This design comes from an exercise in tuning for a short achievable clock period on the open sky130 flow, not from production work. The clock input has no modelled driver; a real chip could not lean on it and would need a root buffer or a full tree. No activity file was given, so power comes from the tool's default toggle rates.

build 11:
Design ccsds_rx, start of the top module:
module ccsds_rx (
    input  wire        clk,
    input  wire        rst,             
    input  wire        in_valid,
    input  wire [7:0]  in_byte,
    input  wire        in_kind,         
    input  wire [8:0]  in_blen,         
    output reg         out_valid,
    output reg  [7:0]  out_byte,
    output reg         out_vc,          
    output reg         done,
    output reg  [1:0]  status,          
    output reg         frame_kind,
    output reg  [8:0]  frame_len,
    output reg  [7:0]  data_len,
    output reg  [15:0] ecf,
    output wire        bp_type,
    output wire [6:0]  bp_apid,
    output wire        bp_ecf_flag,
    output wire [3:0]  tf_tfvn,
    output wire [15:0] tf_scid,
    output wire        tf_sdid,
    output wire [5:0]  tf_vcid,
    output wire [3:0]  tf_mapid,
    output wire        tf_end_flag,
    output wire        tf_bypass,
    output wire        tf_command,
    output wire        tf_ocf,
    output wire [2:0]  tf_vc_length,
    output wire [2:0]  tf_constr_rule,
    output wire [4:0]  tf_protocol_id
);
Settings: LEC_CHECK=0, ABC_CLOCK_PERIOD_IN_PS=1300, CAP_MARGIN=20, CORE_MARGIN=2, CORE_UTILIZATION=65, SETUP_SLACK_MARGIN=2.8, SLEW_MARGIN=20, TNS_END_PERCENT=100; clock period 4.0 ns.
standard.sh (not shown) runs the stock make flow with config.mk's settings and CLKGATE_MAP_FILE= SYNTH_SCRIPT=/design/flow/synth_recipe.tcl, a recipe that flattens the netlist after the stock synthesis.
==> flow/flow/run.sh <==
#!/bin/bash
# The standard layout (standard.sh), with one change: the clock tree is built
# by flow/clocktree.tcl (run as ORFS's pre-CTS hook) in place of
# clock_tree_synthesis: the clock port drives 4 root inverters, each drives
# 8 leaf inverters, each a compact group of flip-flops, so every flip-flop
# sees the clock through two inversions. All of make's output goes to
# flow_make.log; each ORFS step keeps its own log under orfs/logs.
set -euo pipefail
export PRE_CTS_TCL="$PWD/flow/clocktree.tcl"
export CT_ROOTS=4 CT_LEAVES=32
export CT_ROOT_CELL=sky130_fd_sc_hd__clkinv_16 CT_LEAF_CELL=sky130_fd_sc_hd__clkinv_8
bash standard.sh finish > flow_make.log 2>&1
Other scripts of this flow, unchanged in this note and not shown: flow/flow/clocktree.tcl
Build 11: done, clean on timing, DRC and antenna
For build 48, these inputs were changed with respect to build 11:
- swapping 2.8 for 3.0 in SETUP_SLACK_MARGIN
- swapping 1300 for 1100 in ABC_CLOCK_PERIOD_IN_PS
- swapping 65 for 60 in CORE_UTILIZATION
Results
Build 48 reached the final stage; the timing, DRC and antenna checks on its layout passed. Build 11: all stages complete, timing, DRC and antenna checks passed. In build 48 the least setup slack across all paths after layout turned out 0.046 ns lower than in build 11. Build 48 vs build 11 — total power rose 1.8%. The total wirelength of the detailed-routed design of build 48 exceeds that of build 11 by 13%. Re number of antenna violations at the first check in global routing: no difference whatsoever between build 48 and build 11. Sort build 48 and build 11 by die extent in y asc -> top: build 11. As far as fraction of the mapped netlist area in adder cells is concerned, build 11 and build 48 perform about the same. Final estimated routing congestion in global placement (build 48 over build 11): decrease, 2.2%. Relative to build 11, fraction of area in registers decreased by 5.9 points in build 48. Summary of the comparison: shortest period the worst path allows is higher in build 48, relative to build 11.
Inputs modified between build 48 and build 23:
- swapping 3.0 for 2.8 in SETUP_SLACK_MARGIN
- swapping 1100 for 1300 in ABC_CLOCK_PERIOD_IN_PS
- swapping 60 for 68 in CORE_UTILIZATION
Notes after the runs:
- Cell row count: build 23 vs build 48 down 3
- Global-route wire length before repair in build 23 is about 6.5% lower than in build 48
- Looking at power, build 23 sits 0.00014 W lower than build 48 does.
- Part of the total power dissipated in the clock network sits higher in build 23 than in build 48.
- Relative to build 48, the area of the core of build 23 is lower by 3100 um^2.
- Build 23 -> build 48: placed wire-length estimate flat
- Build 48 has a lower worst setup margin than build 23.
- Comparing build 23 against build 48, there is no change at all in total buffers and inverters traversed by the critical path.
[inputs] build 96 vs build 23
- CORE_UTILIZATION changed from 68 to 60
Notes after the runs:
- From build 23 to build 96 the numbers moved as follows: post-route clock period utilization shrank by 0.89 points; design area shrank by 210 um^2.
- Build 96: die span in y 6.3% above build 23
- Looking at launch point of the critical path, the t0_n[4]$_DFF_P_ result is from build 23; the o_h3[5]$_DFF_P_ one comes from build 96.
- Build 96 ended with more sequential cell area share than build 23.
- Build 96 ended up with a lower fraction of power spent switching nets than build 23 did.
- Initial antenna violation count: build 96 > build 23
- Changes observed in build 96 relative to build 23: global-route wire length before repair decreased by 750 um relative to the old numbers, worst setup slack increased by 0.036 ns relative to the old numbers.
No functional check of the RTL was part of any run of this note. No run of this note takes its clock network from TritonCTS; it comes from the design's own scripts or RTL.

Setup of run M:
Another version of the RTL of ccsds_rx (not shown whole).
Size: about 1100 cells after synthesis, ~120 I/O pins, ~15000 sq um of cells after synthesis.
make LEC_CHECK=0 CAP_MARGIN=20 CORE_MARGIN=2 CORE_UTILIZATION=40 SLEW_MARGIN=20 finish   # period 4.0 ns
run.sh (not shown) runs the stock make flow with config.mk's settings and CLKGATE_MAP_FILE= SYNTH_SCRIPT=/design/flow/synth_recipe.tcl, a recipe that flattens the netlist after the stock synthesis.
Stock flow here: none of the scripts above is used.
No stage failed in run M, and the final checks on the layout all came back clean.
What run R does differently from run M at the input level:
# run M
export LEC_CHECK = 0
export CAP_MARGIN = 20
export CORE_MARGIN = 2
export CORE_UTILIZATION = 40
export SLEW_MARGIN = 20
create_clock -name core_clock -period 4.0 [get_ports {clk}]
# run R
export LEC_CHECK = 0
export ABC_CLOCK_PERIOD_IN_PS = 1600
export CAP_MARGIN = 20
export CORE_MARGIN = 2
export CORE_UTILIZATION = 40
export SETUP_SLACK_MARGIN = 2.4
export SLEW_MARGIN = 20
export TNS_END_PERCENT = 100
create_clock -name core_clock -period 4.0 [get_ports {clk}]
[summary]
Comparing run M and run R, post-layout utilization of the core is higher on run R. Higher count of clock-buffer cells in the layout goes to run M over run R. Compared with run M, run R improves final critical-path setup slack. Looking only at area added between synthesis and finish, and setting everything else aside, the higher value of run M and run R goes to run R. Run M and run R ended up with nearly the same clock power. Relative to run M, the final total power measured on run R has decreased slightly. Looking at run M and run R, the part of the total power dissipated in combinational logic is a wash.
No run of this note included a check of the RTL's function; only the layout flow was run.

== before ==
Another version of the RTL of ccsds_rx (not shown whole).
Size: roughly 1300 cells after synthesis, roughly 120 I/O pins, roughly 18000 sq um of cells after synthesis.
export LEC_CHECK = 0
export ABC_CLOCK_PERIOD_IN_PS = 1000
export CAP_MARGIN = 20
export CORE_MARGIN = 2
export CORE_UTILIZATION = 60
export SETUP_SLACK_MARGIN = 3.2
export SLEW_MARGIN = 20
export TNS_END_PERCENT = 100
create_clock -name core_clock -period 4.0 [get_ports {clk}]
standard.sh (not shown) runs the stock make flow with config.mk's settings and CLKGATE_MAP_FILE= SYNTH_SCRIPT=/design/flow/synth_recipe.tcl, a recipe that flattens the netlist after the stock synthesis.
Scripts as last shown in full above: flow/flow/run.sh
Other scripts of this flow, unchanged in this note and not shown: flow/flow/clocktree.tcl
before completed; timing, DRC and antenna clean
Input-level comparison between after and before:
Settings: a change of ABC_CLOCK_PERIOD_IN_PS from 1000 to 1100; a change of SETUP_SLACK_MARGIN from 3.2 to 3.0.
### Flow results
Every stage of the flow completed for after, and the final layout passed the timing, DRC and antenna checks.
Higher post-synthesis to final-layout area growth goes to before over after.
Final area (higher): before
Run comparison: before timing startpoint of the critical path t0_n[3]$_DFF_P_; after timing startpoint of the critical path in_blen[6]
before has higher post-detailed-placement cell area than after.
Going from before to after, number of gates on the worst path with buffers counted picked up an extra 3; register-to-register slack now larger.
Looking at type of the setup path with the least slack, the input port to flop result is from after; the flop to flop one comes from before.
No run of this note included a check of the RTL's function; only the layout flow was run. In every run of this note, the design's own scripts or RTL, not TritonCTS, make the clock network.

== v6 ==
ccsds_rx, a different RTL version from the one above (not shown whole).
Size in the first run: ~1,100 cells after synthesis, roughly 510 flip-flops, ~120 I/O pins.
export LEC_CHECK = 0
export ABC_CLOCK_PERIOD_IN_PS = 1300
export CAP_MARGIN = 20
export CORE_MARGIN = 2
export CORE_UTILIZATION = 60
export SETUP_SLACK_MARGIN = 2.8
export SLEW_MARGIN = 20
export TNS_END_PERCENT = 100
create_clock -name core_clock -period 4.0 [get_ports {clk}]
==> flow/flow/run.sh <==
#!/bin/bash
# The standard layout (standard.sh), with one change: the clock tree is built
# by flow/clocktree.tcl (run as ORFS's pre-CTS hook) in place of
# clock_tree_synthesis: the clock port drives 4 root buffers, each drives 8
# leaf buffers, each a compact group of flip-flops. All of make's output goes
# to flow_make.log; each ORFS step keeps its own log under orfs/logs.
set -euo pipefail
export PRE_CTS_TCL="$PWD/flow/clocktree.tcl"
export CT_ROOTS=4 CT_LEAVES=32
bash standard.sh finish > flow_make.log 2>&1
==> flow/flow/clocktree.tcl <==
# Pre-CTS hook: a two-level clock tree built by hand. The clock port drives
# a few root buffers, each root a few leaf buffers, each leaf a compact
# group of flip-flops (recursive bisection of the flip-flop positions).
# Every flip-flop is two cells from the port (two buffers, or two inverters
# with CT_ROOT_CELL / CT_LEAF_CELL), so the clock arrives at all
# of them at about the same time. clock_tree_synthesis then has nothing to do.

set ::ct_roots  [expr {[info exists ::env(CT_ROOTS)]  ? $::env(CT_ROOTS)  : 2}]
set ::ct_leaves [expr {[info exists ::env(CT_LEAVES)] ? $::env(CT_LEAVES) : 16}]
set ::ct_rmaster [expr {[info exists ::env(CT_ROOT_CELL)] ? $::env(CT_ROOT_CELL) : "sky130_fd_sc_hd__clkbuf_16"}]
set ::ct_lmaster [expr {[info exists ::env(CT_LEAF_CELL)] ? $::env(CT_LEAF_CELL) : "sky130_fd_sc_hd__clkbuf_16"}]

set ::ct_block [ord::get_db_block]
set ::ct_db    [ord::get_db]
set ::ct_clk   [$::ct_block findNet clk]
set ::ct_rbuf  [$::ct_db findMaster $::ct_rmaster]
set ::ct_lbuf  [$::ct_db findMaster $::ct_lmaster]

proc ct_center {it} {
    set inst [$it getInst]
    set bb [$inst getBBox]
    return [list [expr {([$bb xMin] + [$bb xMax]) / 2}] [expr {([$bb yMin] + [$bb yMax]) / 2}]]
}

# split a list of {x y item} into 2^levels groups of equal size
proc ct_bisect {pts levels} {
    if {$levels == 0 || [llength $pts] < 2} { return [list $pts] }
    set xs [lmap p $pts {lindex $p 0}]
    set ys [lmap p $pts {lindex $p 1}]
    set dx [expr {[tcl::mathfunc::max {*}$xs] - [tcl::mathfunc::min {*}$xs]}]
    set dy [expr {[tcl::mathfunc::max {*}$ys] - [tcl::mathfunc::min {*}$ys]}]
    set k [expr {$dx >= $dy ? 0 : 1}]
    set s [lsort -integer -index $k $pts]
    set h [expr {[llength $s] / 2}]
    return [concat [ct_bisect [lrange $s 0 [expr {$h - 1}]] [expr {$levels - 1}]] \
                   [ct_bisect [lrange $s $h end] [expr {$levels - 1}]]]
}

proc ct_centroid {pts} {
    set sx 0; set sy 0
    foreach p $pts { set sx [expr {$sx + [lindex $p 0]}]; set sy [expr {$sy + [lindex $p 1]}] }
    set n [llength $pts]
    return [list [expr {$sx / $n}] [expr {$sy / $n}]]
}

proc ct_make_buf {master name x y} {
    set inst [odb::dbInst_create $::ct_block $master $name]
    set w [$master getWidth]
    set h [$master getHeight]
    $inst setLocation [expr {$x - $w / 2}] [expr {$y - $h / 2}]
    $inst setPlacementStatus PLACED
    return $inst
}

proc ct_out {inst} {
    foreach it [$inst getITerms] {
        if {[$it isOutputSignal]} { return $it }
    }
    error "clocktree: no output on [$inst getName]"
}

proc ct_make_net {name} {
    
    set net [odb::dbNet_create $::ct_block $name]
    $net setSigType CLOCK
    return $net
}

set sinks {}
foreach it [$::ct_clk getITerms] {
    lappend sinks [concat [ct_center $it] [list $it]]
}
puts "clocktree: [llength $sinks] sinks, $::ct_roots roots, $::ct_leaves leaves"

set per_root [expr {$::ct_leaves / $::ct_roots}]
set root_levels [expr {int(round(log($::ct_roots) / log(2)))}]
set leaf_levels [expr {int(round(log($per_root) / log(2)))}]
set ri 0
set li 0
foreach rgroup [ct_bisect $sinks $root_levels] {
    set lgroups [ct_bisect $rgroup $leaf_levels]
    set lcent {}
    foreach g $lgroups { lappend lcent [ct_centroid $g] }
    set rc [ct_centroid $lcent]
    set rnet [ct_make_net "clknet_root_$ri"]
    set rinst [ct_make_buf $::ct_rbuf "clkbuf_root_$ri" {*}$rc]
    [$rinst findITerm A] connect $::ct_clk
    [ct_out $rinst] connect $rnet
    foreach g $lgroups c $lcent {
        set lnet [ct_make_net "clknet_leaf_$li"]
        set linst [ct_make_buf $::ct_lbuf "clkbuf_leaf_$li" {*}$c]
        [$linst findITerm A] connect $rnet
        [ct_out $linst] connect $lnet
        foreach p $g {
            set it [lindex $p 2]
            $it disconnect
            $it connect $lnet
        }
        incr li
    }
    incr ri
}
global_connect
set_propagated_clock [all_clocks]

# the tree is built: clock_tree_synthesis has nothing left to do, and an
# inverter pair in the tree must stay as it is
proc repair_clock_inverters {args} {
    puts "clocktree: repair_clock_inverters skipped"
}
proc clock_tree_synthesis {args} {
    puts "clocktree: clock_tree_synthesis skipped, tree built by hand"
}
v6: flow completed, timing, DRC and antenna clean
For v7, these inputs were changed with respect to v6:
==> flow/flow/run.sh <==
#!/bin/bash
# The standard layout (standard.sh), with one change: the clock tree is built
# by flow/clocktree.tcl (run as ORFS's pre-CTS hook) in place of
# clock_tree_synthesis: the clock port drives 4 root inverters, each drives
# 8 leaf inverters, each a compact group of flip-flops, so every flip-flop
# sees the clock through two inversions. All of make's output goes to
# flow_make.log; each ORFS step keeps its own log under orfs/logs.
set -euo pipefail
export PRE_CTS_TCL="$PWD/flow/clocktree.tcl"
export CT_ROOTS=4 CT_LEAVES=32
export CT_ROOT_CELL=sky130_fd_sc_hd__clkinv_16 CT_LEAF_CELL=sky130_fd_sc_hd__clkinv_8
bash standard.sh finish > flow_make.log 2>&1
Per the comparison of v7 with v6, maximum frequency down 2.0%; setup slack of the critical path after layout shows a reduction of 0.033 ns; sequential power share now sits higher. [compare] base=v6 new=v7: met1 wire length dropped 1.6%, area of the mapped netlist barely changed, transition time at the pin with the least slew margin climbed 0.013 ns, clock network fraction of design power dropped 7.0 points. Diff v6 -> v7: first-pass detailed-route iteration total moved up, power moved down. Run comparison: v7 worst setup path category in -> reg; v6 worst setup path category reg -> out.
Function was not checked in any run of this note: the RTL went through the layout flow alone. No run of this note takes its clock network from TritonCTS; it comes from the design's own scripts or RTL.

## re-timing with driven ports
In the flow no input, the clock included, has a driving cell. The finished layouts below were timed again as built, in two steps. Step 1 assumes that a clkbuf_16 drives the clock port and a buf_2 every other input. Step 2 times the ports against the registers' clock, not the clock port: input delays grow and output delays shrink by t, the midpoint of the rising clock arrivals with the driver on. a / b / c = ideal ports / drivers / drivers and shift; a / b = the first two.
run	shift t [ns]	slack for setup (ns)	worst data-port slew with drivers (ns)
build 11	0.459	2.480 / 2.252 / 2.380	0.08
build 48	0.468	2.434 / 2.253 / 2.244	0.19
build 23	0.460	2.448 / 2.242 / 2.368	0.06
build 96	0.457	2.483 / 2.251 / 2.393	0.08
run M	0.611	1.478 / 1.478 / 1.478	0.05
run R	0.590	1.943 / 1.943 / 1.943	0.03
before	0.472	2.443 / 2.256 / 2.218	0.17
after	0.465	2.478 / 2.252 / 2.197	0.08
v6	0.441	2.353 / 2.251 / 2.059	0.07
v7	0.451	2.320 / 2.206 / 2.065	0.06
After both steps every run listed still meets setup and hold. For v6, which loses most, drivers alone change the setup slack by -0.102 ns; drivers and shift together by -0.294 ns.
